Context: an optimization exercise on an open-source flow, tuned for small area and a short achievable clock period. The choices shown serve that exercise and are no tape-out recipe. At most, simulation tests tie the RTL to the original design; equivalence was not proved. Only the layout flow was run in run 2; the RTL was not checked for function there. No activity file was given, so power comes from the tool's default toggle rates.

--- flow/config.mk ---
export PLATFORM = sky130hd
export DESIGN_NAME = bte_row_coder
export DESIGN_NICKNAME = bte_row_coder
export VERILOG_FILES = /design/flow/design.v
export SDC_FILE = /design/flow/constraint.sdc
export NUM_CORES = 4
export LEC_CHECK = 0
export CAP_MARGIN = 20
export CORE_MARGIN = 2
export CORE_UTILIZATION = 40
export SLEW_MARGIN = 20
--- flow/constraint.sdc ---
create_clock -name core_clock -period 55.0 [get_ports {clk}]
set_input_delay 11.0000 -clock core_clock [delete_from_list [all_inputs] [get_ports {clk}]]
set_output_delay 11.0000 -clock core_clock [all_outputs]
set_load 0.01 [all_outputs]
--- flow/design.v ---
module bte_row_coder (
    input  wire         clk,
    input  wire         rst,           
    input  wire         in_valid,
    input  wire         in_first,      
    input  wire [127:0] in_row,        
    output reg          out_valid,
    output reg  [3:0]   out_hdr,
    output reg  [7:0]   out_min,
    output reg  [4:0]   out_len,       
    output reg  [127:0] out_payload    
);
    integer c, i, s, p;
    function [7:0] sub8;
        input [7:0] a;
        input [7:0] b;
        integer k;
        reg cy;
        begin
            cy = 1'b1;
            for (k = 0; k < 8; k = k + 1) begin
                sub8[k] = a[k] ^ ~b[k] ^ cy;
                cy = (a[k] & ~b[k]) | (a[k] & cy) | (~b[k] & cy);
            end
        end
    endfunction
    function [7:0] min16;
        input [127:0] v;
        integer k, j;
        reg [15:0] alive;
        reg        z;
        begin
            alive = 16'hFFFF;
            for (k = 7; k >= 0; k = k - 1) begin
                z = 1'b0;
                for (j = 0; j < 16; j = j + 1)
                    z = z | (alive[j] & ~v[8*j+k]);
                min16[k] = ~z;
                for (j = 0; j < 16; j = j + 1)
                    alive[j] = alive[j] & ~(v[8*j+k] & z);
            end
        end
    endfunction
    function [4:0] add5;
        input [4:0] a;
        input [4:0] b;
        integer k;
        reg cy;
        begin
            cy = 1'b0;
            for (k = 0; k < 5; k = k + 1) begin
                add5[k] = a[k] ^ b[k] ^ cy;
                cy = (a[k] & b[k]) | (a[k] & cy) | (b[k] & cy);
            end
        end
    endfunction
    reg         r1_valid;
    reg         r1_first;
    reg [127:0] r1_row;
    always @(posedge clk) begin
        r1_valid <= rst ? 1'b0 : in_valid;
        r1_first <= in_first;
        r1_row   <= in_row;
    end
    reg [7:0] prev_byte;
    reg [7:0] prev_delta;
    wire [7:0] pred_byte  = r1_first ? 8'd0 : prev_byte;
    wire [7:0] pred_delta = r1_first ? 8'd0 : prev_delta;
    reg [127:0] a_d;
    always @(*) begin
        for (c = 0; c < 16; c = c + 1)
            a_d[8*c +: 8] = sub8(r1_row[8*c +: 8], (c == 0) ? pred_byte : r1_row[8*(c-1) +: 8]);
    end
    wire [7:0] a_min_p = min16(r1_row);
    wire [7:0] a_min_d = min16(a_d);
    wire       a_deq0  = (a_d[7:0] == pred_delta);
    always @(posedge clk) begin
        if (r1_valid) begin
            prev_byte  <= r1_row[127:120];
            prev_delta <= a_d[127:120];
        end
    end
    reg         r2_valid;
    reg [127:0] P;
    reg [127:0] D;
    reg [7:0]   min_p;
    reg [7:0]   min_d;
    reg         deq0;
    always @(posedge clk) begin
        r2_valid <= rst ? 1'b0 : r1_valid;
        P        <= r1_row;
        D        <= a_d;
        min_p    <= a_min_p;
        min_d    <= a_min_d;
        deq0     <= a_deq0;
    end
    reg [15:0] m_eq;      
    reg [15:0] m_deq;     
    always @(*) begin
        for (c = 0; c < 16; c = c + 1) begin
            m_eq[c] = ~|D[8*c +: 8];
            if (c == 0) m_deq[c] = deq0;
            else        m_deq[c] = ~|(D[8*c +: 8] ^ D[8*(c-1) +: 8]);
        end
    end
    function [35:0] count_tree;    
        input [15:0] m;
        reg [1:0] s1 [0:7];
        reg [2:0] s2 [0:3];
        reg [3:0] s3 [0:1];
        integer j;
        begin
            for (j = 0; j < 8; j = j + 1) s1[j] = {m[2*j] & m[2*j+1], m[2*j] ^ m[2*j+1]};
            for (j = 0; j < 4; j = j + 1) s2[j] = add5({3'd0, s1[2*j]}, {3'd0, s1[2*j+1]});
            for (j = 0; j < 2; j = j + 1) s3[j] = add5({2'd0, s2[2*j]}, {2'd0, s2[2*j+1]});
            for (j = 0; j < 8; j = j + 1) count_tree[2*j +: 2] = s1[j];
            for (j = 0; j < 4; j = j + 1) count_tree[16+3*j +: 3] = s2[j];
            for (j = 0; j < 2; j = j + 1) count_tree[28+4*j +: 4] = s3[j];
        end
    endfunction
    function [63:0] ones_below;
        input [15:0] m;
        input [35:0] t;
        reg [3:0] b2 [0:3];
        reg [3:0] b1 [0:7];
        integer j;
        begin
            b2[0] = 4'd0;
            b2[1] = {1'b0, t[18:16]};
            b2[2] = t[31:28];
            b2[3] = add5({1'b0, t[31:28]}, {2'd0, t[24:22]});
            for (j = 0; j < 4; j = j + 1) begin
                b1[2*j]   = b2[j];
                b1[2*j+1] = add5({1'b0, b2[j]}, {3'd0, t[4*j +: 2]});
            end
            for (j = 0; j < 8; j = j + 1) begin
                ones_below[8*j +: 4]   = b1[j];
                ones_below[8*j+4 +: 4] = add5({1'b0, b1[j]}, {4'd0, m[2*j]});
            end
        end
    endfunction
    wire [35:0] ct_eq  = count_tree(m_eq);
    wire [35:0] ct_deq = count_tree(m_deq);
    wire [4:0]  ones_eq  = add5({1'b0, ct_eq[31:28]},  {1'b0, ct_eq[35:32]});
    wire [4:0]  ones_deq = add5({1'b0, ct_deq[31:28]}, {1'b0, ct_deq[35:32]});
    wire [4:0]  n_p = 5'd16 - ones_eq;     
    wire [4:0]  n_d = 5'd16 - ones_deq;
    reg [127:0] uP, uD;
    reg [7:0]   or_p, or_d;
    always @(*) begin
        or_p = 8'd0; or_d = 8'd0;
        for (c = 0; c < 16; c = c + 1) begin
            uP[8*c +: 8] = sub8(P[8*c +: 8], min_p);
            uD[8*c +: 8] = sub8(D[8*c +: 8], min_d);
            or_p = or_p | uP[8*c +: 8];
            or_d = or_d | uD[8*c +: 8];
        end
    end
    function [2:0] width_of;
        input [7:0] o;
        begin
            if      (|o[7:5]) width_of = 3'd6;
            else if (o[4])    width_of = 3'd5;
            else if (o[3])    width_of = 3'd4;
            else if (o[2])    width_of = 3'd3;
            else if (o[1])    width_of = 3'd2;
            else if (o[0])    width_of = 3'd1;
            else              width_of = 3'd0;
        end
    endfunction
    wire [2:0] b_p = width_of(or_p);
    wire [2:0] b_d = width_of(or_d);
    wire [4:0] lit_cost  = (b_p == 3'd6) ? 5'd16 : {1'b0, b_p, 1'b1};
    wire [4:0] del_cost  = (b_d == 3'd6) ? 5'd16 : {1'b0, b_d, 1'b1};
    wire [4:0] rle_cost  = n_p + 5'd2;
    wire [4:0] drle_cost = n_d + 5'd2;
    wire sel_lit = (lit_cost <= del_cost) && (lit_cost <= rle_cost) && (lit_cost <= drle_cost);
    wire sel_del = !sel_lit && (del_cost <= rle_cost) && (del_cost <= drle_cost);
    wire sel_rle = !sel_lit && !sel_del && (rle_cost <= drle_cost);
    wire raw     = sel_lit && (b_p == 3'd6);
    wire use_pk  = (sel_lit && !raw) || sel_del;
    wire       pk_d = (b_d < b_p);
    wire [2:0] pk_b = pk_d ? b_d : b_p;
    wire       pk_b1 = (pk_b == 3'd1), pk_b2 = (pk_b == 3'd2), pk_b3 = (pk_b == 3'd3),
               pk_b4 = (pk_b == 3'd4), pk_b5 = (pk_b == 3'd5);
    reg  [79:0] pk_u;      
    reg  [79:0] pack;
    always @(*) begin
        for (c = 0; c < 16; c = c + 1)
            pk_u[5*c +: 5] = pk_d ? uD[8*c +: 5] : uP[8*c +: 5];
        for (i = 0; i < 80; i = i + 1)
            pack[i] = (pk_b1 & (i < 16) & pk_u[5*(i/1) + (i%1)])
                    | (pk_b2 & (i < 32) & pk_u[5*(i/2) + (i%2)])
                    | (pk_b3 & (i < 48) & pk_u[5*(i/3) + (i%3)])
                    | (pk_b4 & (i < 64) & pk_u[5*(i/4) + (i%4)])
                    | (pk_b5 &            pk_u[5*(i/5) + (i%5)]);
    end
    wire         rl_d   = (n_d < n_p) && (n_d < 5'd14);
    wire         rl_raw = (n_p >= 5'd14) && (n_d >= 5'd14);
    wire [15:0]  rl_m   = rl_d ? m_deq : m_eq;
    wire [63:0]  rl_sh  = rl_d ? ones_below(m_deq, ct_deq) : ones_below(m_eq, ct_eq);
    reg [3:0]   sh   [0:17];
    reg         keep [0:17];
    reg [7:0]   val  [0:17];
    reg [3:0]   sh_n   [0:17];
    reg         keep_n [0:17];
    reg [7:0]   val_n  [0:17];
    reg mv;
    always @(*) begin
        for (p = 0; p < 18; p = p + 1) begin
            if (p < 2) begin
                val[p] = rl_m[8*p +: 8]; keep[p] = 1'b1; sh[p] = 4'd0;
            end else begin
                val[p]  = rl_d ? D[8*(p-2) +: 8] : P[8*(p-2) +: 8];
                keep[p] = rl_raw | ~rl_m[p-2];
                sh[p]   = rl_raw ? 4'd2 : rl_sh[4*(p-2) +: 4];
            end
        end
        for (s = 0; s < 4; s = s + 1) begin
            for (p = 0; p < 18; p = p + 1) begin
                mv = (p + (1 << s) < 18) ? (keep[p + (1 << s)] & sh[p + (1 << s)][s]) : 1'b0;
                if (mv) begin
                    val_n[p] = val[p + (1 << s)]; keep_n[p] = 1'b1; sh_n[p] = sh[p + (1 << s)];
                end else begin
                    val_n[p] = val[p]; keep_n[p] = keep[p] & ~sh[p][s]; sh_n[p] = sh[p];
                end
            end
            for (p = 0; p < 18; p = p + 1) begin
                val[p] = val_n[p]; keep[p] = keep_n[p]; sh[p] = sh_n[p];
            end
        end
    end
    reg [127:0] payload;
    always @(*) begin
        for (p = 0; p < 16; p = p + 1)
            payload[8*p +: 8] = val[p];
        if (use_pk)
            payload[79:0] = pack;
    end
    reg [3:0] hdr;
    reg [7:0] mn;
    reg [4:0] len;
    always @(*) begin
        mn = pk_d ? min_d : min_p;
        if (sel_lit) begin
            if (raw) begin hdr = 4'd15; len = 5'd16; end
            else     begin hdr = {1'b0, b_p}; len = {1'b0, b_p, 1'b0}; end
        end else if (sel_del) begin
            hdr = {1'b1, b_d}; len = {1'b0, b_d, 1'b0};
        end else if (sel_rle) begin
            hdr = 4'd7; len = rle_cost;
        end else begin
            hdr = 4'd6; len = drle_cost;
        end
    end
    always @(posedge clk) begin
        out_valid   <= rst ? 1'b0 : r2_valid;
        out_hdr     <= hdr;
        out_min     <= mn;
        out_len     <= len;
        out_payload <= payload;
    end
endmodule
--- flow/run.sh ---
#!/bin/bash
# synth_recipe.tcl (not shown) runs the flow's synth.tcl, then flattens the netlist and writes it again
# the make line also repeats each setting of config.mk as NAME=value (left out here)
make -C /OpenROAD-flow-scripts/flow DESIGN_CONFIG=/design/flow/config.mk WORK_HOME=/design/flow/orfs CLKGATE_MAP_FILE= SYNTH_SCRIPT=/design/flow/synth_recipe.tcl finish
==> results.yml, run 1 <==
grt:
  grt_pass1_wl_um: 296000
  grt_antenna_before_repair: 10
  grt_max_degree: 107
  grt_pass1_vias: 38400
  globalRouteTotalUtil_pct: 37.9
  grt-ovfl-total: 0
synth:
  synth-edff-count: 16
  mappedNetlistNets: 5419
  ys_seq_elements: 566
  avgSynthCellArea_um2: 9.00
  yosysUniqueCellTypes: 110
  synthCells: 4792
  ys_async_sr_fraction_pct: 0
  synth_ff_type: "dfxtp_1"
  syn_area_mm2: 0.0431
  ys_seq_area_share_pct: 26.6
  ys_warn_count: 177
final_layout:
  nets: 5598
  layout.cells.non_filler: 6423
  ff_latch_area_mm2: 0.0115
  nFillCells: 10400
  postLayoutCoreUtil_pct: 46.2
  syn_to_final_growth_pct: 14.6
  drive_gt1_share_pct: 6.70
  multiInputGateArea_mm2: 0.0288
timing:
  finalCriticalPeriod_ns: 12.55
  max-slew-margin-rel_pct: 19.9
  hold_viol: 0
  fin_setup_tns_ns: 0
  setup_viol: 0
  clock_skew_ns: 0.0648
  slew_violations: 0
  worst_slack_ns: 42.45
  max_freq_mhz: 79.7
  period_share_pct: 22.8
  worstMarginPinSlew_ns: 1.19
  rsz0062_at_grt: "no"
drt:
  drt_wl_total_um: 216000
  viasPerCell: 6.26
  drc: 0
  drtPass1Iterations: 8
  post_drt_wl_per_cell_um: 33.6
  antenna_left: 0
  vias: 40200
  drt_iter0_markers: 6377
critical_path:
  cp.required_ns: 44.00
  path_buf_inv: 1
  r2r_cells: 33
  worstReg2RegStart: "D[100]$_DFF_P_"
  critical-path-max-stage-delay_ns: 0.55
  rr_endpoint: "out_payload[14]$_DFF_P_"
  crit_chain: "clkdlybuf4s50_1"
  crit_arrival_ns: 1.55
  crit_type: "reg2out"
  crit_path_top_delay_cell: "clkdlybuf4s50_1"
  crit_path_start_kind: "flop"
  r2r_setup_slack_ns: 42.94
  critPathMaxFanout: 1
  crit_family: "buffers and inverters"
  end_kind: "primary output"
power:
  leakage_uw: 0.0205
  p_per_area_mw_per_mm2: 50.1
  max-vdd-ir-drop_v: 0.0000372
  total_power_uw: 2480
clock_tree:
  cts_buffer_depth: 3
  clockRootBuffer: "clkbuf_16"
  cts_tree: "done"
  cts_resized: 0
  postCtsSetupBuffers: 0
  clk-insertion-delay-late_ns: 0.71
  cts.sinks: 566
  htree_levels: 2
  clkSlewWorstSetupHoldPaths_ns: 0.06
  hold_buffers: 0
  numCtsBuffers: 56
die:
  start_util_pct: 40.3
  core_mm2: 0.107
  chipHeight_um: 332
  dieWidth_um: 332
  pin_count: 278
  rows: 120
  die-area_mm2: 0.110
hold_path:
  hold_path.class: "reg2reg"
  hold_start: "r1_row[120]$_DFF_P_"
  worstHoldPathCells: 0
  min_to: "P[120]$_DFF_P_"
placed_design:
  port_buffers: 277
  placed_cells: 6315
  detailedPlace.worstSlack_ns: 43.15
  place_congestion: 1.09
  place_hpwl_um: 180000
job:
  cap_violations: 0
status:
  outcome: "timing/DRC/antenna clean"
[routing by layer]
layer | vias up | share of wire, % | GRT usage (%)
li1 | 17100 | - | -
met1 | 19300 | 39 | 49.1
met2 | 3087 | 41 | 55.6
met3 | 669 | 12 | 10.3
met4 | 6 | 7.9 | 24.4
met5 | - | 0.019 | 0
[stage by stage]
step	area (µm²)	hold slack [ns]
final	49400	0.380
after global routing	49400	0.391
after CTS	49400	0.382
after detailed placement	47400	0.376
after global placement	47400	0.378
after floorplan	43100	0.332
[power breakdown]
group | internal [µW] | switching [µW]
logic | 515 | 934
clock network | 238 | 177
registers | 503 | 111
[area by class of cell]
type	count	area share, %
Timing Repair Buffer	349	6.74
Multi-Input combinational cell	3453	58.2
Clock buffer	82	3.40
Sequential cell	566	23.2
Clock inverter	22	0.681
Inverter	545	4.14
Tap cell	1403	3.55
Antenna cell	3	0.0152
[kinds of logic (layout without fill, tap and decap cells)]
logic type                 Yosys count  after routing  synth area share [%]
buffers and inverters              773            998                  7.05
other                                0              3                     0
adders and majority gates          495            495                  20.0
and+or+nand+nor                   1173           1173                  13.3
muxes                              482            482                  11.7
AOI/OAI and AO/OA                 1093           1093                  16.9
DFF                                566            566                  26.6
xor gates and xnor gates           210            210                  4.37
[cells in the final DEF, fill, tap and decap left out, types with 47 or more instances in the layout]
master           netlist  routed
fa_1                 324     324
a211oi_1             126     125
o211ai_1              57      57
nor2_1               281     280
mux2i_1              422     420
clkdlybuf4s50_1        0     277
nor2b_1               99      99
nand3_1               48      47
nor4_1                58      56
a21oi_1              294     291
inv_1                543     543
clkbuf_16              0      57
ha_1                 171     171
nand2_1              392     392
xnor2_1              159     159
nand4_1               77      77
nor3_1                75      60
buf_4                  6      70
dfxtp_1              550     550
xor2_1                48      48
o21ai_0              228     223
[flip-flops by register name, summed over array words and instances (netlist names)]
name and flops:
prev_byte 8, prev_delta 8, out_hdr 4, out_min 8, out_valid 1, r1_row 128
r1_first 1, min_p 8, r1_valid 1, P 128, r2_valid 1, out_payload 128
out_len 5, min_d 8, deq0 1, D 128
[Yosys cell counts, drive strengths merged (46+ instances only)]
library cell  count  area, µm²
a21oi           294       1470
nor4             64        455
nand4            80        528
mux2             46        518
ha              171       2140
xnor2           159       1390
nor2b            99        619
fa              324       6490
buf              69        394
inv             545       2050
nor3             76        385
nor2            283       1070
clkbuf          159        597
nand3            48        240
xor2             48        420
mux2i           422       4220
o211ai           58        440
o21ai           244       1230
a211oi          130        996
nand2           394       1490
dfxtp           550      11000
[worst max path at each step]
stage                             endpoint  cells past startpoint                     start  slack (ns)
after floorplan                 out_hdr[0]                      0        out_hdr[0]$_DFF_P_       43.67
after detailed placement   out_payload[21]                      1   out_payload[21]$_DFF_P_       43.15
after CTS                  out_payload[21]                      1   out_payload[21]$_DFF_P_       42.42
final                      out_payload[15]                      1   out_payload[15]$_DFF_P_       42.45
after global routing       out_payload[21]                      1   out_payload[21]$_DFF_P_       42.41
after global placement    out_payload[122]                      1  out_payload[122]$_DFF_P_       43.17
==> run 2, diff against run 1 <==
--- a/flow/design.v
+++ b/flow/design.v
@@ -62,8 +62,8 @@
         r1_first <= in_first;
         r1_row   <= in_row;
     end
-    reg [7:0] prev_byte;
-    reg [7:0] prev_delta;
+    wire [7:0] prev_byte;
+    wire [7:0] prev_delta;
     wire [7:0] pred_byte  = r1_first ? 8'd0 : prev_byte;
     wire [7:0] pred_delta = r1_first ? 8'd0 : prev_delta;
     reg [127:0] a_d;
@@ -74,12 +74,6 @@
     wire [7:0] a_min_p = min16(r1_row);
     wire [7:0] a_min_d = min16(a_d);
     wire       a_deq0  = (a_d[7:0] == pred_delta);
-    always @(posedge clk) begin
-        if (r1_valid) begin
-            prev_byte  <= r1_row[127:120];
-            prev_delta <= a_d[127:120];
-        end
-    end
     reg         r2_valid;
     reg [127:0] P;
     reg [127:0] D;
@@ -87,13 +81,19 @@
     reg [7:0]   min_d;
     reg         deq0;
     always @(posedge clk) begin
-        r2_valid <= rst ? 1'b0 : r1_valid;
-        P        <= r1_row;
-        D        <= a_d;
-        min_p    <= a_min_p;
-        min_d    <= a_min_d;
-        deq0     <= a_deq0;
-    end
+        r2_valid     <= rst ? 1'b0 : r1_valid;
+        P[119:0]     <= r1_row[119:0];
+        D[119:0]     <= a_d[119:0];
+        min_p        <= a_min_p;
+        min_d        <= a_min_d;
+        deq0         <= a_deq0;
+        if (r1_valid) begin
+            P[127:120] <= r1_row[127:120];
+            D[127:120] <= a_d[127:120];
+        end
+    end
+    assign prev_byte  = P[127:120];
+    assign prev_delta = D[127:120];
     reg [15:0] m_eq;      
     reg [15:0] m_deq;     
     always @(*) begin
==> flow/flow/run.sh (new file) <==
#!/bin/bash
# Layout flow: the standard ORFS flow, with the port buffers made of the
# platform's plain buffer (sky130_fd_sc_hd__buf_1) instead of the delay
# buffer buffer_ports picks by default.  Every input and output port still
# gets its own buffer; nothing else changes.
set -euo pipefail
export BUFFER_PORTS_ARGS="-buffer_cell sky130_fd_sc_hd__buf_1"
bash standard.sh BUFFER_PORTS_ARGS="-buffer_cell sky130_fd_sc_hd__buf_1" finish > standard_flow.log 2>&1
==> flow/standard.sh (new file) <==
#!/bin/bash
# synth_recipe.tcl (not shown) runs the flow's synth.tcl, then flattens the netlist and writes it again
# the make line also repeats each setting of config.mk as NAME=value (left out here)
make -C /OpenROAD-flow-scripts/flow DESIGN_CONFIG=/design/flow/config.mk WORK_HOME=/design/flow/orfs CLKGATE_MAP_FILE= SYNTH_SCRIPT=/design/flow/synth_recipe.tcl "${@:-finish}"
--- a/flow/config.mk
+++ b/flow/config.mk
@@ -7,5 +7,6 @@
 export LEC_CHECK = 0
 export CAP_MARGIN = 20
 export CORE_MARGIN = 2
-export CORE_UTILIZATION = 40
+export CORE_UTILIZATION = 50
+export CTS_BUF_LIST = sky130_fd_sc_hd__clkbuf_8
 export SLEW_MARGIN = 20
removed: flow/run.sh
==> run 2 against run 1 <==
Still clean on timing, DRC and antenna. Via count rose by 3.3%. Sequential share of layout area rose by 0.46 points. Hold slack improved by 0.030 ns. Critical path type unchanged. Largest power group unchanged.
==> results.yml, run 2 <==
grt:
  grt_pass1_vias: 39200
  use_met2_pct: 70.7
  grt_pass1_wl_um: 299000
  grt-ovfl-total: 0
  use_met3_pct: 13.2
  grt_antenna_before_repair: 8
  top_usage_layer: "met2"
  grtUsageMet1_pct: 59.5
  globalRouteTotalUtil_pct: 48.0
  grt_max_degree: 181
critical_path:
  path_buf_inv: 1
  crit_type: "reg2out"
  crit_family: "flip-flops"
  critical-path-max-stage-delay_ns: 0.32
  critPathMaxFanout: 1
  cp.required_ns: 44.00
  crit_arrival_ns: 1.29
  crit_chain: "buf_1"
  crit_path_top_delay_cell: "dfxtp_1"
  crit_path_start_kind: "flop"
  end_kind: "primary output"
synth:
  synth_commonest_cells: "556 x inv_1, 534 x dfxtp_1, 394 x mux2i_1, 388 x nand2_1"
  yosysUniqueCellTypes: 103
  synth_top_area_share_pct: 24.9
  avgSynthCellArea_um2: 8.86
  ys_seq_area_share_pct: 26.0
  yosysMostFrequentCell: "inv_1"
  mappedNetlistNets: 5476
  ys_warn_count: 177
  yosysTopAreaCell: "dfxtp_1"
  synth-edff-count: 16
  ys_async_sr_fraction_pct: 0
  synth_ff_type: "dfxtp_1"
  ys_seq_elements: 550
  synthCells: 4849
  syn_area_mm2: 0.0430
  synth_area_leaders: "dfxtp_1 25%, fa_1 15%, mux2i_1 9.2%, ha_1 5.0%, inv_1 4.9%"
timing:
  worst_slack_ns: 42.71
  hold_slack_ns: 0.409
  worstMarginPinSlew_ns: 1.22
  clock_skew_ns: 0.0795
  hold_viol: 0
  rsz0062_at_grt: "no"
  max_freq_mhz: 81.4
  setup_viol: 0
  finalCriticalPeriod_ns: 12.29
  period_share_pct: 22.3
  slew_violations: 0
  fin_setup_tns_ns: 0
  max-slew-margin-rel_pct: 18.4
clock_tree:
  clockRootBuffer: "clkbuf_8"
  clkSlewWorstSetupHoldPaths_ns: 0.08
  cts_buffer_depth: 3
  postCtsSetupBuffers: 0
  hold_buffers: 0
  cts_tree: "done"
  clk-insertion-delay-late_ns: 0.81
  cts.sinks: 550
  htree_levels: 3
  numCtsBuffers: 87
  cts_resized: 0
final_layout:
  final_common_cell: "inv_1"
  nFillCells: 8076
  layout.cells.non_filler: 6261
  syn_to_final_growth_pct: 9.60
  nets: 5672
  ff_latch_area_mm2: 0.0112
  multiInputGateArea_mm2: 0.0288
  final_cell_mix: "571 x inv_1, 534 x dfxtp_1, 394 x mux2i_1, 387 x nand2_1, 324 x fa_1"
  drive_gt1_share_pct: 7.08
drt:
  antenna_left: 0
  drtPass1Iterations: 6
  drc: 0
  post_drt_wl_per_cell_um: 34.9
  viasPerCell: 6.63
  drt_iter0_markers: 6064
  drt_wl_total_um: 218000
  vias: 41500
status:
  outcome: "timing/DRC/antenna clean"
power:
  power_switching_uw: 1230
  p_per_area_mw_per_mm2: 50.7
  leakage_uw: 0.0197
  combPwrFrac_pct: 57.9
  max-vdd-ir-drop_v: 0.0000396
  total_power_uw: 2390
  power_frac_seq_pct: 25.4
  clockPowerShare_pct: 16.7
  p_sw_share_pct: 51.6
  p_int_uw: 1160
die:
  chipHeight_um: 297
  die-area_mm2: 0.0883
  rows: 107
  start_util_pct: 50.5
  core_mm2: 0.0851
  pin_count: 278
  dieWidth_um: 297
placed_design:
  detailedPlace.worstSlack_ns: 43.53
  place_congestion: 1.12
  placed_cells: 6099
  place_hpwl_um: 180000
  port_buffers: 277
job:
  cap_violations: 0
hold_path:
  hold_path.class: "reg2reg"
-- run 2: final cells by class --
cell class | count | area share (%)
multi-input cells | 3501 | 61.2
flip-flops and latches | 550 | 23.7
inverters | 562 | 4.52
repair buffers | 343 | 3.31
clock buffers | 108 | 3.15
well taps | 1144 | 3.04
clock inverters | 49 | 1.04
diodes | 4 | 0.0212
-- run 2: metal layers --
metal / routed length [µm] / vias up / part of all wire, %
met4: 21500 / 10 / 9.8
met3: 26300 / 883 / 12
met1: 80300 / 19900 / 37
li1: - / 17300 / -
met2: 90200 / 3408 / 41
met5: 187 / - / 0.086
-- run 2: kinds of logic after synthesis --
logic type | share of synthesized area [%]
AND/OR/NAND/NOR | 13.7
flip-flops | 26.0
adder cells (fa/ha/maj) | 20.1
AO/OA/AOI/OAI | 17.0
buffers and inverters | 7.33
multiplexers | 11.3
XOR/XNOR | 4.64
-- run 2: final timing paths --
kind	from	to	slack [ns]	depth (start not counted)
max	out_payload[108]$_DFF_P_	out_payload[108]	42.71	1
min	r1_row[117]$_DFF_P_	P[117]$_DFF_P_	0.41	0
max reg2reg	r1_row[57]$_DFF_P_	min_d[0]$_DFF_P_	43.13	30
min reg2reg	r1_row[117]$_DFF_P_	P[117]$_DFF_P_	0.41	0
-- run 2: through the flow --
step | utilization (%) | instance area (µm²)
2_1_floorplan | - | 43000
3_5_place_dp | 53.0 | 45100
6_report | 55.3 | 47100
3_3_place_gp | 53.0 | 45100
5_1_grt | 55.3 | 47100
4_1_cts | 55.3 | 47100
-- run 2: power by group through the flow --
stage	Clock, µW	Combinational (µW)	Sequential (µW)
final	399	1380	606
after global routing	417	1420	608
after CTS	399	1310	598
after detailed placement	0	1310	606
after global placement	0	1310	604
after floorplan	0	750	579
==> run 3, diff against run 2 <==
--- a/flow/design.v
+++ b/flow/design.v
@@ -189,10 +189,10 @@
         for (c = 0; c < 16; c = c + 1)
             pk_u[5*c +: 5] = pk_d ? uD[8*c +: 5] : uP[8*c +: 5];
         for (i = 0; i < 80; i = i + 1)
-            pack[i] = (pk_b1 & (i < 16) & pk_u[5*(i/1) + (i%1)])
-                    | (pk_b2 & (i < 32) & pk_u[5*(i/2) + (i%2)])
-                    | (pk_b3 & (i < 48) & pk_u[5*(i/3) + (i%3)])
-                    | (pk_b4 & (i < 64) & pk_u[5*(i/4) + (i%4)])
+            pack[i] = (pk_b1 & (i < 16) & pk_u[(5*(i/1) + (i%1)) % 80])
+                    | (pk_b2 & (i < 32) & pk_u[(5*(i/2) + (i%2)) % 80])
+                    | (pk_b3 & (i < 48) & pk_u[(5*(i/3) + (i%3)) % 80])
+                    | (pk_b4 & (i < 64) & pk_u[(5*(i/4) + (i%4)) % 80])
                     | (pk_b5 &            pk_u[5*(i/5) + (i%5)]);
     end
     wire         rl_d   = (n_d < n_p) && (n_d < 5'd14);
@@ -200,33 +200,30 @@
     wire [15:0]  rl_m   = rl_d ? m_deq : m_eq;
     wire [63:0]  rl_sh  = rl_d ? ones_below(m_deq, ct_deq) : ones_below(m_eq, ct_eq);
     reg [3:0]   sh   [0:17];
-    reg         keep [0:17];
     reg [7:0]   val  [0:17];
     reg [3:0]   sh_n   [0:17];
-    reg         keep_n [0:17];
     reg [7:0]   val_n  [0:17];
     reg mv;
     always @(*) begin
         for (p = 0; p < 18; p = p + 1) begin
             if (p < 2) begin
-                val[p] = rl_m[8*p +: 8]; keep[p] = 1'b1; sh[p] = 4'd0;
+                val[p] = rl_m[8*p +: 8]; sh[p] = 4'd0;
             end else begin
                 val[p]  = rl_d ? D[8*(p-2) +: 8] : P[8*(p-2) +: 8];
-                keep[p] = rl_raw | ~rl_m[p-2];
                 sh[p]   = rl_raw ? 4'd2 : rl_sh[4*(p-2) +: 4];
             end
         end
         for (s = 0; s < 4; s = s + 1) begin
             for (p = 0; p < 18; p = p + 1) begin
-                mv = (p + (1 << s) < 18) ? (keep[p + (1 << s)] & sh[p + (1 << s)][s]) : 1'b0;
+                mv = (p + (1 << s) < 18) ? sh[p + (1 << s)][s] : 1'b0;
                 if (mv) begin
-                    val_n[p] = val[p + (1 << s)]; keep_n[p] = 1'b1; sh_n[p] = sh[p + (1 << s)];
+                    val_n[p] = val[p + (1 << s)]; sh_n[p] = sh[p + (1 << s)];
                 end else begin
-                    val_n[p] = val[p]; keep_n[p] = keep[p] & ~sh[p][s]; sh_n[p] = sh[p];
+                    val_n[p] = val[p]; sh_n[p] = sh[p];
                 end
             end
             for (p = 0; p < 18; p = p + 1) begin
-                val[p] = val_n[p]; keep[p] = keep_n[p]; sh[p] = sh_n[p];
+                val[p] = val_n[p]; sh[p] = sh_n[p];
             end
         end
     end
==> flow/flow/run.sh (replaced) <==
#!/bin/bash
# Layout flow: the standard ORFS flow (standard.sh) with two changes:
#  - the port buffers are the platform's plain buffer (buf_1) instead of the
#    delay buffer buffer_ports picks by default; every port still gets one;
#  - the final technology mapping in synthesis (abc) runs flow/abc_map.script,
#    a delay-targeted mapping with area recovery, instead of ORFS's
#    abc_area.script.  Everything else in the standard flow's synthesis script is kept,
#    so the registers, their names and cells are those of the standard
#    synthesis.
set -euo pipefail
here=$(pwd)
{
  echo "proc abc {args} {"
  echo "  set i [lsearch -exact \$args -script]"
  echo "  if {\$i >= 0} { lset args [expr {\$i + 1}] $here/flow/abc_map.script }"
  echo "  yosys abc {*}\$args"
  echo "}"
  cat synth_recipe.tcl
} > synth_custom.tcl
bash standard.sh SYNTH_SCRIPT="$here/synth_custom.tcl" \
    BUFFER_PORTS_ARGS="-buffer_cell sky130_fd_sc_hd__buf_1" finish > standard_flow.log 2>&1
==> flow/flow/abc_map.script (new file) <==
strash
dch -f
map -D 4500
mfs2
strash
dch -f
map -D 4500
topo
stime -c
buffer -c
upsize -c -D 4500
dnsize -c -D 4500
==> flow/config.mk (replaced) <==
export PLATFORM = sky130hd
export DESIGN_NAME = bte_row_coder
export DESIGN_NICKNAME = bte_row_coder
export VERILOG_FILES = /design/flow/design.v
export SDC_FILE = /design/flow/constraint.sdc
export NUM_CORES = 4
export LEC_CHECK = 0
export ABC_AREA = 1
export CAP_MARGIN = 20
export CORE_MARGIN = 2
export CORE_UTILIZATION = 45
export CTS_CLUSTER_DIAMETER = 80
export CTS_CLUSTER_SIZE = 20
export SLEW_MARGIN = 20
==> run 3 against run 2 <==
Global-route usage down 2.7 points. Area after synthesis down 8.7%. Clock-buffer cell count down 59. Clock skew down 0.035 ns. Wire length down 4.9%. Combinational power up 4%. Largest cell class unchanged. Critical path type unchanged.
==> results.yml, run 3 <==
die:
  dieWidth_um: 299
  chipHeight_um: 299
  start_util_pct: 45.3
  core_mm2: 0.0866
  pin_count: 278
  die-area_mm2: 0.0896
  rows: 108
grt:
  grt_max_degree: 184
  grt_pass1_wl_um: 284000
  grt_pass1_vias: 37600
  grt_antenna_before_repair: 10
  globalRouteTotalUtil_pct: 45.3
  grt-ovfl-total: 0
power:
  power_switching_uw: 1310
  clockPowerShare_pct: 14.1
  combPwrFrac_pct: 61.4
  p_int_uw: 1030
  leakage_uw: 0.0203
  total_power_uw: 2340
  max-vdd-ir-drop_v: 0.0000435
  p_sw_share_pct: 55.9
  p_per_area_mw_per_mm2: 54.4
  power_frac_seq_pct: 24.5
critical_path:
  cp.required_ns: 44.00
  crit_cells: 1
  crit_path_top_delay_cell: "dfxtp_1"
  critical-path-max-stage-delay_ns: 0.57
  crit_chain: "buf_1"
  end_kind: "primary output"
  r2r_cells: 27
  crit_family: "flip-flops"
  crit_type: "reg2out"
  critPathMaxFanout: 1
  path_buf_inv: 1
  r2r_setup_slack_ns: 43.42
  crit_arrival_ns: 1.43
  crit_path_start_kind: "flop"
timing:
  period_share_pct: 22.6
  clock_skew_ns: 0.0443
  finalCriticalPeriod_ns: 12.43
  fin_setup_tns_ns: 0
  slew_violations: 0
  hold_slack_ns: 0.384
  max-slew-margin-rel_pct: 13.2
  max_freq_mhz: 80.4
  worstMarginPinSlew_ns: 1.29
  hold_viol: 0
  rsz0062_at_grt: "no"
  setup_viol: 0
drt:
  drc: 0
  drtPass1Iterations: 6
  drt_wl_total_um: 208000
  wl_met3_um: 22200
  viasPerCell: 6.11
  antenna_left: 0
  drt_iter0_markers: 5883
  dr_wl_met2_um: 88800
  wl_met1_um: 78900
  top_layer: "met5"
  vias: 39600
  post_drt_wl_per_cell_um: 32.0
clock_tree:
  htree_levels: 2
  clkSlewWorstSetupHoldPaths_ns: 0.08
  numCtsBuffers: 41
  hold_buffers: 0
  cts_buffer_depth: 3
  cts_tree: "done"
  postCtsSetupBuffers: 0
  cts.sinks: 550
  clk-insertion-delay-late_ns: 0.70
  cts_resized: 0
  clockRootBuffer: "clkbuf_16"
status:
  outcome: "timing/DRC/antenna clean"
synth:
  synthCells: 5084
  ys_seq_elements: 550
  synth-edff-count: 16
  synth_commonest_cells: "949 x nand2_1, 810 x inv_1, 574 x o21ai_0, 534 x dfxtp_1, 353 x a21oi_1"
  ys_warn_count: 15
  synth_ff_type: "dfxtp_1"
  yosysTopAreaCell: "dfxtp_1"
  ys_seq_area_share_pct: 28.4
  yosysUniqueCellTypes: 69
  syn_area_mm2: 0.0393
  synth_area_leaders: "dfxtp_1 27%, fa_1 17%, nand2_1 9.1%, inv_1 7.7%, o21ai_0 7.3%"
  ys_async_sr_fraction_pct: 0
  mappedNetlistNets: 5711
  synth_top_area_share_pct: 27.2
  yosysMostFrequentCell: "nand2_1"
  avgSynthCellArea_um2: 7.72
placed_design:
  place_congestion: 1.19
  place_hpwl_um: 176000
  place_area_mm2: 0.0416
  port_buffers: 277
hold_path:
  hold_path.class: "reg2reg"
  worstHoldPathCells: 0
final_layout:
  nFillCells: 8859
  ff_latch_area_mm2: 0.0112
  final_area_mm2: 0.0430
  postLayoutCoreUtil_pct: 49.6
  final_common_cell: "nand2_1"
  drive_gt1_share_pct: 4.54
  nets: 5925
  syn_to_final_growth_pct: 9.48
  multiInputGateArea_mm2: 0.0243
  final_cell_mix: "948 x nand2_1, 807 x inv_1, 572 x o21ai_0, 533 x dfxtp_1, 352 x a21oi_1"
job:
  cap_violations: 0
[run 3: worst paths after layout]
check	endpoint	from
max reg2reg	out_payload[79]$_DFF_P_	min_d[1]$_DFF_P_
min reg2reg	P[112]$_DFF_P_	r1_row[112]$_DFF_P_
min	P[112]$_DFF_P_	r1_row[112]$_DFF_P_
max	out_payload[14]	out_payload[14]$_DFF_P_
[run 3: cell type report]
type	instances	share of cell area, %
multi-input combinational	3542	56.6
sequential	550	26.0
inverter	821	7.18
timing repair buffer	342	3.60
tap	1155	3.36
clock buffer	49	2.51
clock inverter	23	0.693
antenna	5	0.0291
[run 3: cell families (layout without fill, tap and decap cells)]
| logic type | count (synthesis) | count (layout) | share of synthesized area [%] |
|---|---|---|---|
| xor+xnor | 141 | 141 | 3.15 |
| mux | 31 | 31 | 0.790 |
| other cells | 0 | 5 | 0 |
| buf+inv | 992 | 1235 | 9.73 |
| simple gates | 1605 | 1605 | 17.6 |
| compound gates | 1270 | 1270 | 18.3 |
| fa+ha+maj | 495 | 495 | 22.0 |
| flops | 550 | 550 | 28.4 |
[run 3: metal layers]
layer	vias up	track usage, %
met3	670	10.5
met1	19000	57.3
met2	2877	68.8
met4	8	31.2
li1	17100	-
met5	-	0
[run 3: power groups by stage]
stage | clock [µW] | combinational (µW) | sequential [µW]
2_1_floorplan | 0 | 712 | 573
3_3_place_gp | 0 | 1350 | 577
3_5_place_dp | 0 | 1340 | 579
4_1_cts | 327 | 1350 | 569
5_1_grt | 342 | 1470 | 577
6_report | 329 | 1440 | 573
[run 3: worst reg2reg max path, delay by kind of cell, from the launching register on]
kind | cells | cell delay (ns)
compound gates | 2 | 1.12
simple gates | 12 | 4.01
flops | 1 | 0.77
fa+ha+maj | 6 | 2.58
buf+inv | 7 | 2.95
[run 3: stage by stage]
| step | worst slack, ns | cells |
|---|---|---|
| 4_1_cts | 42.61 | 6480 |
| 3_5_place_dp | 43.29 | 6408 |
| 6_report | 42.57 | 6487 |
| 5_1_grt | 42.62 | 6483 |
| 2_1_floorplan | 43.67 | 5084 |
| 3_3_place_gp | 43.29 | 6408 |
==> run 4, diff against run 3 <==
--- a/flow/design.v
+++ b/flow/design.v
@@ -118,11 +118,9 @@
             for (j = 0; j < 2; j = j + 1) count_tree[28+4*j +: 4] = s3[j];
         end
     endfunction
-    function [63:0] ones_below;
-        input [15:0] m;
+    function [31:0] ones_below_pair;
         input [35:0] t;
         reg [3:0] b2 [0:3];
-        reg [3:0] b1 [0:7];
         integer j;
         begin
             b2[0] = 4'd0;
@@ -130,12 +128,8 @@
             b2[2] = t[31:28];
             b2[3] = add5({1'b0, t[31:28]}, {2'd0, t[24:22]});
             for (j = 0; j < 4; j = j + 1) begin
-                b1[2*j]   = b2[j];
-                b1[2*j+1] = add5({1'b0, b2[j]}, {3'd0, t[4*j +: 2]});
-            end
-            for (j = 0; j < 8; j = j + 1) begin
-                ones_below[8*j +: 4]   = b1[j];
-                ones_below[8*j+4 +: 4] = add5({1'b0, b1[j]}, {4'd0, m[2*j]});
+                ones_below_pair[8*j +: 4]   = b2[j];
+                ones_below_pair[8*j+4 +: 4] = add5({1'b0, b2[j]}, {3'd0, t[4*j +: 2]});
             end
         end
     endfunction
@@ -145,21 +139,53 @@
     wire [4:0]  ones_deq = add5({1'b0, ct_deq[31:28]}, {1'b0, ct_deq[35:32]});
     wire [4:0]  n_p = 5'd16 - ones_eq;     
     wire [4:0]  n_d = 5'd16 - ones_deq;
-    reg [127:0] uP, uD;
-    reg [7:0]   or_p, or_d;
-    always @(*) begin
-        or_p = 8'd0; or_d = 8'd0;
+    function [5:0] sub5;
+        input [4:0] a;
+        input [4:0] b;
+        integer k;
+        reg bw;
+        begin
+            bw = 1'b0;
+            for (k = 0; k < 5; k = k + 1) begin
+                sub5[k] = a[k] ^ b[k] ^ bw;
+                bw = (~a[k] & b[k]) | (~a[k] & bw) | (b[k] & bw);
+            end
+            sub5[5] = bw;
+        end
+    endfunction
+    function no_borrow3;
+        input [2:0] a;
+        input [3:0] h;
+        input       bin;
+        integer k;
+        reg bw;
+        begin
+            bw = bin;
+            for (k = 0; k < 3; k = k + 1)
+                bw = (~a[k] & h[k]) | (~a[k] & bw) | (h[k] & bw);
+            no_borrow3 = ~(h[3] | bw);
+        end
+    endfunction
+    wire [3:0] mh1_p = {1'b0, min_p[7:5]} + 4'd1;
+    wire [3:0] mh1_d = {1'b0, min_d[7:5]} + 4'd1;
+    reg [79:0] uP, uD;        
+    reg [5:0]  op, od;
+    reg [5:0]  or_p, or_d;    
+    always @(*) begin
+        or_p = 6'd0; or_d = 6'd0;
         for (c = 0; c < 16; c = c + 1) begin
-            uP[8*c +: 8] = sub8(P[8*c +: 8], min_p);
-            uD[8*c +: 8] = sub8(D[8*c +: 8], min_d);
-            or_p = or_p | uP[8*c +: 8];
-            or_d = or_d | uD[8*c +: 8];
+            op = sub5(P[8*c +: 5], min_p[4:0]);
+            od = sub5(D[8*c +: 5], min_d[4:0]);
+            uP[5*c +: 5] = op[4:0];
+            uD[5*c +: 5] = od[4:0];
+            or_p = or_p | {no_borrow3(P[8*c+5 +: 3], mh1_p, op[5]), op[4:0]};
+            or_d = or_d | {no_borrow3(D[8*c+5 +: 3], mh1_d, od[5]), od[4:0]};
         end
     end
     function [2:0] width_of;
-        input [7:0] o;
-        begin
-            if      (|o[7:5]) width_of = 3'd6;
+        input [5:0] o;
+        begin
+            if      (o[5])    width_of = 3'd6;
             else if (o[4])    width_of = 3'd5;
             else if (o[3])    width_of = 3'd4;
             else if (o[2])    width_of = 3'd3;
@@ -187,7 +213,7 @@
     reg  [79:0] pack;
     always @(*) begin
         for (c = 0; c < 16; c = c + 1)
-            pk_u[5*c +: 5] = pk_d ? uD[8*c +: 5] : uP[8*c +: 5];
+            pk_u[5*c +: 5] = pk_d ? uD[5*c +: 5] : uP[5*c +: 5];
         for (i = 0; i < 80; i = i + 1)
             pack[i] = (pk_b1 & (i < 16) & pk_u[(5*(i/1) + (i%1)) % 80])
                     | (pk_b2 & (i < 32) & pk_u[(5*(i/2) + (i%2)) % 80])
@@ -198,7 +224,7 @@
     wire         rl_d   = (n_d < n_p) && (n_d < 5'd14);
     wire         rl_raw = (n_p >= 5'd14) && (n_d >= 5'd14);
     wire [15:0]  rl_m   = rl_d ? m_deq : m_eq;
-    wire [63:0]  rl_sh  = rl_d ? ones_below(m_deq, ct_deq) : ones_below(m_eq, ct_eq);
+    wire [31:0]  rl_sh  = rl_d ? ones_below_pair(ct_deq) : ones_below_pair(ct_eq);
     reg [3:0]   sh   [0:17];
     reg [7:0]   val  [0:17];
     reg [3:0]   sh_n   [0:17];
@@ -210,9 +236,12 @@
                 val[p] = rl_m[8*p +: 8]; sh[p] = 4'd0;
             end else begin
                 val[p]  = rl_d ? D[8*(p-2) +: 8] : P[8*(p-2) +: 8];
-                sh[p]   = rl_raw ? 4'd2 : rl_sh[4*(p-2) +: 4];
-            end
-        end
+                sh[p]   = rl_raw ? 4'd2 : rl_sh[4*((p-2)/2) +: 4];
+            end
+        end
+        for (p = 2; p < 18; p = p + 2)
+            if (!rl_raw && rl_m[p-2])
+                val[p] = val[p+1];
         for (s = 0; s < 4; s = s + 1) begin
             for (p = 0; p < 18; p = p + 1) begin
                 mv = (p + (1 << s) < 18) ? sh[p + (1 << s)][s] : 1'b0;
--- a/flow/config.mk
+++ b/flow/config.mk
@@ -9,6 +9,4 @@
 export CAP_MARGIN = 20
 export CORE_MARGIN = 2
 export CORE_UTILIZATION = 45
-export CTS_CLUSTER_DIAMETER = 80
-export CTS_CLUSTER_SIZE = 20
 export SLEW_MARGIN = 20
==> run 4 against run 3 <==
Synthesized cell count down 3.5%. Flip-flop and latch count unchanged. Via count is 0.59% higher. Non-clock buffer count up 5. Sequential share of layout area increased by 0.88 points. Cell count is 3.6% lower. Critical path type unchanged. Critical endpoint is now out_payload[59]. Largest cell class unchanged. Largest power group unchanged.
==> results.yml, run 4 <==
clock_tree:
  cts_tree: "done"
  clk-insertion-delay-late_ns: 0.73
  cts_buffer_depth: 3
  cts_resized: 0
  cts.sinks: 550
  numCtsBuffers: 58
  clkSlewWorstSetupHoldPaths_ns: 0.06
  htree_levels: 2
  hold_buffers: 0
  postCtsSetupBuffers: 0
  clockRootBuffer: "clkbuf_16"
drt:
  viasPerCell: 6.37
  drc: 0
  vias: 39800
  post_drt_wl_per_cell_um: 34.4
  antenna_left: 0
  drt_wl_total_um: 215000
  drt_iter0_markers: 6509
  drtPass1Iterations: 7
synth:
  ys_seq_area_share_pct: 30.0
  ys_async_sr_fraction_pct: 0
  synth_area_leaders: "dfxtp_1 29%, fa_1 14%, nand2_1 9.9%, o21ai_0 7.8%, inv_1 7.2%"
  ys_warn_count: 13
  synth-edff-count: 16
  synth_ff_type: "dfxtp_1"
  yosysUniqueCellTypes: 72
  yosysTopAreaCell: "dfxtp_1"
  avgSynthCellArea_um2: 7.58
  ys_seq_elements: 550
  synth_commonest_cells: "985 x nand2_1, 714 x inv_1, 581 x o21ai_0, 534 x dfxtp_1, 292 x a21oi_1"
  syn_area_mm2: 0.0372
  synth_top_area_share_pct: 28.7
  yosysMostFrequentCell: "nand2_1"
  synthCells: 4908
  mappedNetlistNets: 5433
final_layout:
  final_area_mm2: 0.0416
  drive_gt1_share_pct: 4.94
  final_common_cell: "nand2_1"
  syn_to_final_growth_pct: 11.7
  final_cell_mix: "983 x nand2_1, 711 x inv_1, 574 x o21ai_0, 534 x dfxtp_1, 291 x a21oi_1"
  nets: 5655
timing:
  clock_skew_ns: 0.0619
  worstMarginPinSlew_ns: 1.35
  slew_violations: 0
  setup_viol: 0
  max_freq_mhz: 79.7
  finalCriticalPeriod_ns: 12.54
  max-slew-margin-rel_pct: 9.27
  period_share_pct: 22.8
  hold_viol: 0
  rsz0062_at_grt: "no"
  fin_setup_tns_ns: 0
critical_path:
  critical-path-max-stage-delay_ns: 0.57
  crit_path_start_kind: "flop"
  rr_endpoint: "out_payload[22]$_DFF_P_"
  crit_family: "flip-flops"
  crit_arrival_ns: 1.54
  path_buf_inv: 1
  crit_start: "out_payload[59]$_DFF_P_"
  r2r_setup_slack_ns: 43.00
  cp.required_ns: 44.00
  worstReg2RegStart: "D[100]$_DFF_P_"
  crit_type: "reg2out"
  end_kind: "primary output"
  r2r_cells: 32
  crit_chain: "buf_1"
  crit_path_top_delay_cell: "dfxtp_1"
  critPathMaxFanout: 1
grt:
  grt_antenna_before_repair: 13
  grt-ovfl-total: 0
  grt_pass1_wl_um: 292000
  grt_pass1_vias: 36800
  grt_max_degree: 179
  globalRouteTotalUtil_pct: 49.5
power:
  combPwrFrac_pct: 62.2
  p_sw_share_pct: 56.0
  max-vdd-ir-drop_v: 0.0000391
  clockPowerShare_pct: 16.3
  leakage_uw: 0.0190
  power_switching_uw: 1500
  p_per_area_mw_per_mm2: 64.5
  power_frac_seq_pct: 21.5
  p_int_uw: 1180
hold_path:
  worstHoldPathCells: 0
  hold_start: "r1_row[112]$_DFF_P_"
  hold_path.class: "reg2reg"
  min_to: "P[112]$_DFF_P_"
job:
  cap_violations: 0
die:
  dieWidth_um: 292
  start_util_pct: 45.4
  core_mm2: 0.0820
  die-area_mm2: 0.0850
  pin_count: 278
  chipHeight_um: 292
  rows: 105
placed_design:
  place_area_mm2: 0.0394
  port_buffers: 277
  place_hpwl_um: 179000
  place_congestion: 1.16
status:
  outcome: "timing/DRC/antenna clean"
==> run 4: cell count changes after synthesis, sizes merged, moves of 14 or more <==
cell / change
xor2: -34
inv: -95
nand2: +32
or2: -23
o22ai: +27
o211ai: +63
xnor2: -20
a32oi: +14
a21oi: -63
ha: -34
fa: -68
==> run 4: cells by family (layout without fill, tap and decap cells) <==
| logic type | after synthesis | in the layout | share of synthesized area (%) |
|---|---|---|---|
| adder cells (fa/ha/maj) | 397 | 397 | 18.5 |
| XOR/XNOR | 87 | 87 | 2.05 |
| buffers and inverters | 915 | 1185 | 9.47 |
| flip-flops | 550 | 550 | 30.0 |
| AO/OA/AOI/OAI | 1323 | 1323 | 20.8 |
| multiplexers | 33 | 33 | 0.898 |
| other | 0 | 7 | 0 |
| AND/OR/NAND/NOR | 1603 | 1603 | 18.3 |
==> run 4: worst register-to-register path: cells and delay by family (launching register included) <==
| family | cells | cell delay (ns) |
|---|---|---|
| compound gates | 9 | 2.87 |
| xor+xnor | 1 | 0.31 |
| fa+ha+maj | 8 | 3.21 |
| buf+inv | 5 | 2.26 |
| flops | 1 | 0.43 |
| simple gates | 9 | 2.80 |
==> run 4: power by group through the flow <==
stage          Combinational [µW]  Clock, µW  Sequential, µW
3_3_place_gp                 1550          0             579
4_1_cts                      1550        435             571
3_5_place_dp                 1540          0             580
5_1_grt                      1690        452             580
2_1_floorplan                 820          0             578
6_report                     1670        436             576
==> run 4: cell type report <==
cell class                      count  area (µm²)
Antenna cell                        7        17.5
Clock buffer                       77        1740
Clock inverter                     31         392
Fill cell                        8257       40400
Inverter                          730        2750
Multi-Input combinational cell   3443       22600
Sequential cell                   550       11200
Tap cell                         1070        1340
Timing Repair Buffer              347        1590
==> run 4: metal layers <==
metal	part of all wire (%)	vias up	track usage [%]
met5	0.029	-	0
li1	-	16900	-
met1	37	18800	61.2
met4	10	10	40.7
met3	12	824	14.0
met2	41	3287	71.7
==> run 4: worst max-delay path by stage <==
stage / slack [ns] / endpoint / cells past startpoint
5_1_grt: 42.46 / out_payload[59] / 1
3_3_place_gp: 43.21 / out_payload[59] / 1
2_1_floorplan: 43.67 / out_hdr[0] / 0
3_5_place_dp: 43.22 / out_payload[59] / 1
6_report: 42.46 / out_payload[59] / 1
4_1_cts: 42.47 / out_payload[59] / 1
==> run 4: per-stage QoR <==
step / hold slack (ns) / setup slack, ns / utilization (%) / cells / power (µW)
2_1_floorplan: 0.355 / 43.67 / - / 4908 / 1400
3_3_place_gp: 0.379 / 43.21 / 48.0 / 6137 / 2130
3_5_place_dp: 0.382 / 43.22 / 48.0 / 6138 / 2120
4_1_cts: 0.388 / 42.47 / 50.6 / 6246 / 2560
5_1_grt: 0.388 / 42.46 / 50.7 / 6249 / 2730
6_report: 0.384 / 42.46 / 50.7 / 6255 / 2680
==> run 5, diff against run 4 <==
==> flow/flow/abc_map.script (replaced) <==
strash
dch -f
map -D 5000
mfs2
strash
dch -f
map -D 5000
topo
stime -c
buffer -c
upsize -c -D 5000
dnsize -c -D 5000
--- a/flow/config.mk
+++ b/flow/config.mk
@@ -9,4 +9,6 @@
 export CAP_MARGIN = 20
 export CORE_MARGIN = 2
 export CORE_UTILIZATION = 45
+export CTS_CLUSTER_DIAMETER = 80
+export CTS_CLUSTER_SIZE = 20
 export SLEW_MARGIN = 20
==> run 5 against run 4 <==
Still clean. Clock skew decreased by 0.025 ns. Sequential power shrank 2%. Power fell by 4.6%. Clock-buffer cell count fell by 27. Combinational power about the same. Via count fell by 0.68%. Cell area is 2.2% lower. Maximum frequency is 2.6% higher. Synthesized cell count fell by 0.67%. Flip-flop and latch count stayed put. Global-route usage shrank 0.50 points.
==> results.yml, run 5 <==
status:
  outcome: "timing/DRC/antenna clean"
drt:
  drt_iter0_markers: 6511
  drtPass1Iterations: 9
  drc: 0
  antenna_left: 0
  vias: 39600
  post_drt_wl_per_cell_um: 34.1
  drt_wl_total_um: 211000
  viasPerCell: 6.40
placed_design:
  place_congestion: 1.14
  place_area_mm2: 0.0392
  place_hpwl_um: 174000
  port_buffers: 277
  detailedPlace.worstSlack_ns: 43.16
timing:
  slew_violations: 0
  fin_setup_tns_ns: 0
  worstMarginPinSlew_ns: 1.33
  clock_skew_ns: 0.0370
  worst_slack_ns: 42.78
  rsz0062_at_grt: "no"
  setup_viol: 0
  max-slew-margin-rel_pct: 10.4
  period_share_pct: 22.2
  max_freq_mhz: 81.9
  hold_viol: 0
  finalCriticalPeriod_ns: 12.22
synth:
  synth_commonest_cells: "931 x nand2_1, 727 x inv_1, 591 x o21ai_0, 534 x dfxtp_1, 299 x nor2_1"
  ys_async_sr_fraction_pct: 0
  ys_warn_count: 13
  ys_seq_elements: 550
  syn_area_mm2: 0.0370
  synth_ff_type: "dfxtp_1"
  synth_area_leaders: "dfxtp_1 29%, fa_1 14%, nand2_1 9.4%, o21ai_0 8.0%, inv_1 7.4%"
  yosysTopAreaCell: "dfxtp_1"
  synthCells: 4875
  synth-edff-count: 16
  ys_seq_area_share_pct: 30.2
  synth_top_area_share_pct: 28.9
  avgSynthCellArea_um2: 7.59
  yosysMostFrequentCell: "nand2_1"
  yosysUniqueCellTypes: 70
  mappedNetlistNets: 5400
final_layout:
  multiInputGateArea_mm2: 0.0224
  nFillCells: 8397
  final_cell_mix: "929 x nand2_1, 723 x inv_1, 576 x o21ai_0, 534 x dfxtp_1, 295 x nor2_1"
  postLayoutCoreUtil_pct: 49.7
  syn_to_final_growth_pct: 9.80
  drive_gt1_share_pct: 4.03
  final_area_mm2: 0.0406
  final_common_cell: "nand2_1"
  ff_latch_area_mm2: 0.0112
  nets: 5612
die:
  core_mm2: 0.0817
  die-area_mm2: 0.0846
  start_util_pct: 45.3
  chipHeight_um: 291
  rows: 105
  dieWidth_um: 291
  pin_count: 278
clock_tree:
  postCtsSetupBuffers: 0
  hold_buffers: 0
  cts.sinks: 550
  clkSlewWorstSetupHoldPaths_ns: 0.09
  cts_resized: 0
  cts_buffer_depth: 3
  numCtsBuffers: 40
  htree_levels: 2
  clockRootBuffer: "clkbuf_16"
  cts_tree: "done"
  clk-insertion-delay-late_ns: 0.64
grt:
  top_usage_layer: "met2"
  grt_antenna_before_repair: 15
  grt_max_degree: 180
  use_met2_pct: 71.3
  globalRouteTotalUtil_pct: 49.0
  grt_pass1_vias: 37000
  use_met3_pct: 14.7
  grt_pass1_wl_um: 289000
  grt-ovfl-total: 0
  grtUsageMet1_pct: 60.7
critical_path:
  crit_path_top_delay_cell: "dfxtp_1"
  crit_arrival_ns: 12.75
  critical-path-max-stage-delay_ns: 0.85
  end_kind: "flop"
  crit_path_start_kind: "flop"
  cp.required_ns: 55.54
  crit_type: "reg2reg"
  critPathMaxFanout: 16
  crit_top_cell: "fa_1"
power:
  p_per_area_mw_per_mm2: 62.9
  leakage_uw: 0.0185
  total_power_uw: 2560
  max-vdd-ir-drop_v: 0.0000340
job:
  cap_violations: 0
hold_path:
  hold_path.class: "reg2reg"
==> run 5: changes by cell type after synthesis, sizes merged, moves of 8 or more <==
cell / before / now
a22oi: 90 / 82
buf: 35 / 26
inv: 720 / 735
nand2: 985 / 931
nand4: 122 / 100
nor2: 281 / 307
o21bai: 1 / 11
o22ai: 78 / 90
==> run 5: cell type report <==
type                            instances  area share, %
Inverter                              746           6.90
Tap cell                             1070           3.29
Antenna cell                            5         0.0308
Multi-Input combinational cell       3402           55.1
Clock inverter                         17          0.634
Sequential cell                       550           27.5
Clock buffer                           50           2.66
Timing Repair Buffer                  347           3.92
==> run 5: cell families after synthesis <==
logic type / share of synthesized area, %
xor gates and xnor gates: 2.01
and+or+nand+nor: 17.5
adders and majority gates: 18.6
AOI/OAI and AO/OA: 21.3
DFF: 30.2
buffers and inverters: 9.56
muxes: 0.815
==> run 5: report_power, final <==
part	leakage (µW)	total, µW	internal (µW)	switching, µW
Combinational	0.0132	1670	429	1240
Sequential	0.00465	567	495	72.4
Clock	0.000643	318	147	171
Total	0.0185	2560	1070	1490
==> run 5: per-layer routing <==
layer  wire length, µm  vias up
li1                  -    16700
met4             20700       12
met1             76600    18700
met3             26900      827
met5                81        -
met2             86800     3324
==> run 5: path summary, 6_finish.rpt <==
| check | start | to | slack (ns) | depth (start not counted) |
|---|---|---|---|---|
| worst max-delay path | r1_first$_DFF_P_ | min_d[0]$_DFF_P_ | 42.78 | 46 |
| worst min-delay path | r1_row[29]$_DFF_P_ | P[29]$_DFF_P_ | 0.38 | 0 |
| worst max register to register | r1_first$_DFF_P_ | min_d[0]$_DFF_P_ | 42.78 | 46 |
| worst min register to register | r1_row[29]$_DFF_P_ | P[29]$_DFF_P_ | 0.38 | 0 |
==> run 5: through the flow <==
step / cells / hold WS [ns]
final: 6187 / 0.384
after CTS: 6175 / 0.388
after detailed placement: 6108 / 0.388
after global placement: 6108 / 0.384
after floorplan: 4875 / 0.355
after global routing: 6183 / 0.390
==> run 5: critical path, delay by kind of cell (launching register included) <==
kind	cells	cell delay (ns)
AO/OA/AOI/OAI	11	2.90
XOR/XNOR	2	0.39
adder cells (fa/ha/maj)	7	2.82
buffers and inverters	2	0.21
flip-flops	1	0.85
AND/OR/NAND/NOR	24	4.88
==> run 6, diff against run 5 <==
--- a/flow/config.mk
+++ b/flow/config.mk
@@ -8,7 +8,7 @@
 export ABC_AREA = 1
 export CAP_MARGIN = 20
 export CORE_MARGIN = 2
-export CORE_UTILIZATION = 45
+export CORE_UTILIZATION = 50
 export CTS_CLUSTER_DIAMETER = 80
 export CTS_CLUSTER_SIZE = 20
 export SLEW_MARGIN = 20
==> run 6 against run 5 <==
Still clean on timing, DRC and antenna. First-iteration DRC count grew 12%. Flip-flop and latch count is the same. Area after synthesis is the same. Combinational power is essentially flat. Register-to-register slack gained 0.13 ns. Critical path type is now reg2out. Critical endpoint is now out_payload[13]. Largest cell class unchanged. Largest power group unchanged.
==> results.yml, run 6 <==
synth:
  synth-edff-count: 16
  synthCells: 4875
  ys_async_sr_fraction_pct: 0
  avgSynthCellArea_um2: 7.59
  synth_top_area_share_pct: 28.9
  ys_warn_count: 13
  synth_ff_type: "dfxtp_1"
  syn_area_mm2: 0.0370
  ys_seq_elements: 550
  synth_commonest_cells: "931 x nand2_1, 727 x inv_1, 591 x o21ai_0, 534 x dfxtp_1, 299 x nor2_1"
  yosysUniqueCellTypes: 70
  synth_area_leaders: "dfxtp_1 29%, fa_1 14%, nand2_1 9.4%, o21ai_0 8.0%, inv_1 7.4%"
  yosysTopAreaCell: "dfxtp_1"
  mappedNetlistNets: 5400
  yosysMostFrequentCell: "nand2_1"
  ys_seq_area_share_pct: 30.2
drt:
  drtPass1Iterations: 28
  drc: 0
  drt_wl_total_um: 205000
  vias: 40100
  viasPerCell: 6.61
  drt_iter0_markers: 7303
  post_drt_wl_per_cell_um: 33.8
  antenna_left: 0
clock_tree:
  clk-insertion-delay-late_ns: 0.65
  cts_tree: "done"
  postCtsSetupBuffers: 0
  clockRootBuffer: "clkbuf_16"
  hold_buffers: 0
  cts.sinks: 550
  htree_levels: 2
  cts_buffer_depth: 3
  cts_resized: 0
  clkSlewWorstSetupHoldPaths_ns: 0.08
  numCtsBuffers: 38
power:
  power_switching_uw: 1460
  leakage_uw: 0.0184
  max-vdd-ir-drop_v: 0.0000409
  combPwrFrac_pct: 65.8
  clockPowerShare_pct: 11.6
  p_per_area_mw_per_mm2: 62.5
  p_sw_share_pct: 58.0
  power_frac_seq_pct: 22.6
  p_int_uw: 1060
timing:
  setup_viol: 0
  hold_viol: 0
  rsz0062_at_grt: "no"
  fin_setup_tns_ns: 0
  period_share_pct: 22.1
  slew_violations: 0
  clock_skew_ns: 0.0448
  worstMarginPinSlew_ns: 1.31
  max-slew-margin-rel_pct: 11.6
  finalCriticalPeriod_ns: 12.17
  hold_slack_ns: 0.381
  max_freq_mhz: 82.2
critical_path:
  path_buf_inv: 1
  crit_chain: "buf_1"
  r2r_cells: 30
  cp.required_ns: 44.00
  crit_arrival_ns: 1.17
  end_kind: "primary output"
  crit_type: "reg2out"
  crit_path_top_delay_cell: "dfxtp_1"
  worstReg2RegStart: "D[107]$_DFF_P_"
  crit_family: "flip-flops"
  critPathMaxFanout: 1
  crit_path_start_kind: "flop"
  critical-path-max-stage-delay_ns: 0.34
  rr_endpoint: "out_payload[31]$_DFF_P_"
  r2r_setup_slack_ns: 42.91
final_layout:
  final_cell_mix: "929 x nand2_1, 722 x inv_1, 579 x o21ai_0, 534 x dfxtp_1, 295 x nor2_1"
  layout.cells.non_filler: 6066
  ff_latch_area_mm2: 0.0112
  drive_gt1_share_pct: 3.71
  syn_to_final_growth_pct: 8.73
  nets: 5604
  nFillCells: 7171
  postLayoutCoreUtil_pct: 55.1
  multiInputGateArea_mm2: 0.0224
  final_common_cell: "nand2_1"
placed_design:
  place_hpwl_um: 168000
  place_congestion: 1.19
  placed_cells: 5996
  port_buffers: 277
grt:
  grt_pass1_vias: 37200
  grt-ovfl-total: 0
  globalRouteTotalUtil_pct: 52.2
  grt_antenna_before_repair: 17
  grt_max_degree: 166
  grt_pass1_wl_um: 280000
die:
  start_util_pct: 50.7
  core_mm2: 0.0731
  dieWidth_um: 276
  rows: 99
  chipHeight_um: 276
  die-area_mm2: 0.0762
  pin_count: 278
job:
  cap_violations: 0
status:
  outcome: "timing/DRC/antenna clean"
hold_path:
  hold_start: "r1_row[16]$_DFF_P_"
  min_to: "P[16]$_DFF_P_"
  hold_path.class: "reg2reg"
  worstHoldPathCells: 0
-- run 6: cell type report --
| class | count | share of cell area [%] |
|---|---|---|
| antenna | 7 | 0.0435 |
| clock buffer | 50 | 2.47 |
| clock inverter | 11 | 0.354 |
| inverter | 746 | 6.96 |
| multi-input combinational | 3402 | 55.6 |
| sequential | 550 | 27.8 |
| tap | 959 | 2.98 |
| timing repair buffer | 341 | 3.83 |
-- run 6: layer usage --
layer / vias to the layer above / global-route usage [%] / wire (µm)
met4: 18 / 43.7 / 22400
met3: 905 / 19.3 / 29100
met5: - / 0.0625 / 119
met1: 18900 / 62.0 / 71100
met2: 3622 / 75.1 / 82100
li1: 16700 / - / -
-- run 6: power by group through the flow --
| stage | clock, µW | sequential (µW) | combinational (µW) |
|---|---|---|---|
| finish | 293 | 568 | 1650 |
| global route | 305 | 573 | 1670 |
| CTS | 289 | 563 | 1520 |
| detailed placement | 0 | 573 | 1510 |
| global placement | 0 | 570 | 1520 |
| floorplan | 0 | 577 | 805 |
-- run 6: through the flow --
step                      power [µW]  worst slack, ns  cell area [µm²]
after global placement          2090            43.45            39000
final                           2520            42.83            40200
after detailed placement        2080            43.49            39000
after CTS                       2370            42.84            40200
after global routing            2550            42.75            40200
after floorplan                 1380            43.67            37000
-- run 6: cells by family after synthesis --
group | share of synthesized area [%]
compound gates | 21.3
fa+ha+maj | 18.6
xor+xnor | 2.01
mux | 0.815
buf+inv | 9.56
flops | 30.2
simple gates | 17.5
-- run 6: worst max path at each step --
stage                                  startpoint          endpoint  slack [ns]  cells after the start
final                     out_payload[13]$_DFF_P_   out_payload[13]       42.83                      1
after global routing             r1_first$_DFF_P_  min_d[0]$_DFF_P_       42.75                     48
after CTS                  out_payload[1]$_DFF_P_    out_payload[1]       42.84                      1
after detailed placement         r1_first$_DFF_P_  min_d[0]$_DFF_P_       43.49                     48
after global placement           r1_first$_DFF_P_  min_d[0]$_DFF_P_       43.45                     46
after floorplan                out_hdr[0]$_DFF_P_        out_hdr[0]       43.67                      0

==> re-timing with driven ports <==
Ports are ideal in the flow. The routed layouts listed here were re-timed in OpenROAD.
Step 1 (the two cells are an assumption about what drives the block):
set clk [get_ports {clk}]
set_driving_cell -lib_cell sky130_fd_sc_hd__clkbuf_16 $clk
set_driving_cell -lib_cell sky130_fd_sc_hd__buf_2 [delete_from_list [all_inputs] $clk]
Step 2 moves the port delays by t, midway between the first and last clock arrival at a register: inputs arrive t later, outputs are due t later. That takes back most of the time a late clock gives input paths.
a / b / c = ideal ports / drivers / drivers and shift; a / b = the first two.
run	t, ns	setup WS [ns]	hold WS [ns]	clock arrival spread, ns
run 1	0.747	42.449 / 42.379 / 42.942	0.380 / 0.380 / 0.380	0.065 / 0.064
run 2	0.839	42.710 / 42.642 / 43.131	0.409 / 0.409 / 0.409	0.079 / 0.080
run 3	0.746	42.568 / 42.498 / 43.243	0.384 / 0.384 / 0.384	0.044 / 0.045
run 4	0.769	42.461 / 42.392 / 42.996	0.384 / 0.384 / 0.384	0.062 / 0.062
run 5	0.695	42.784 / 42.741 / 42.784	0.384 / 0.384 / 0.384	0.040 / 0.040
run 6	0.705	42.829 / 42.757 / 42.910	0.381 / 0.381 / 0.381	0.047 / 0.047
After both steps setup and hold are still met in every run listed.
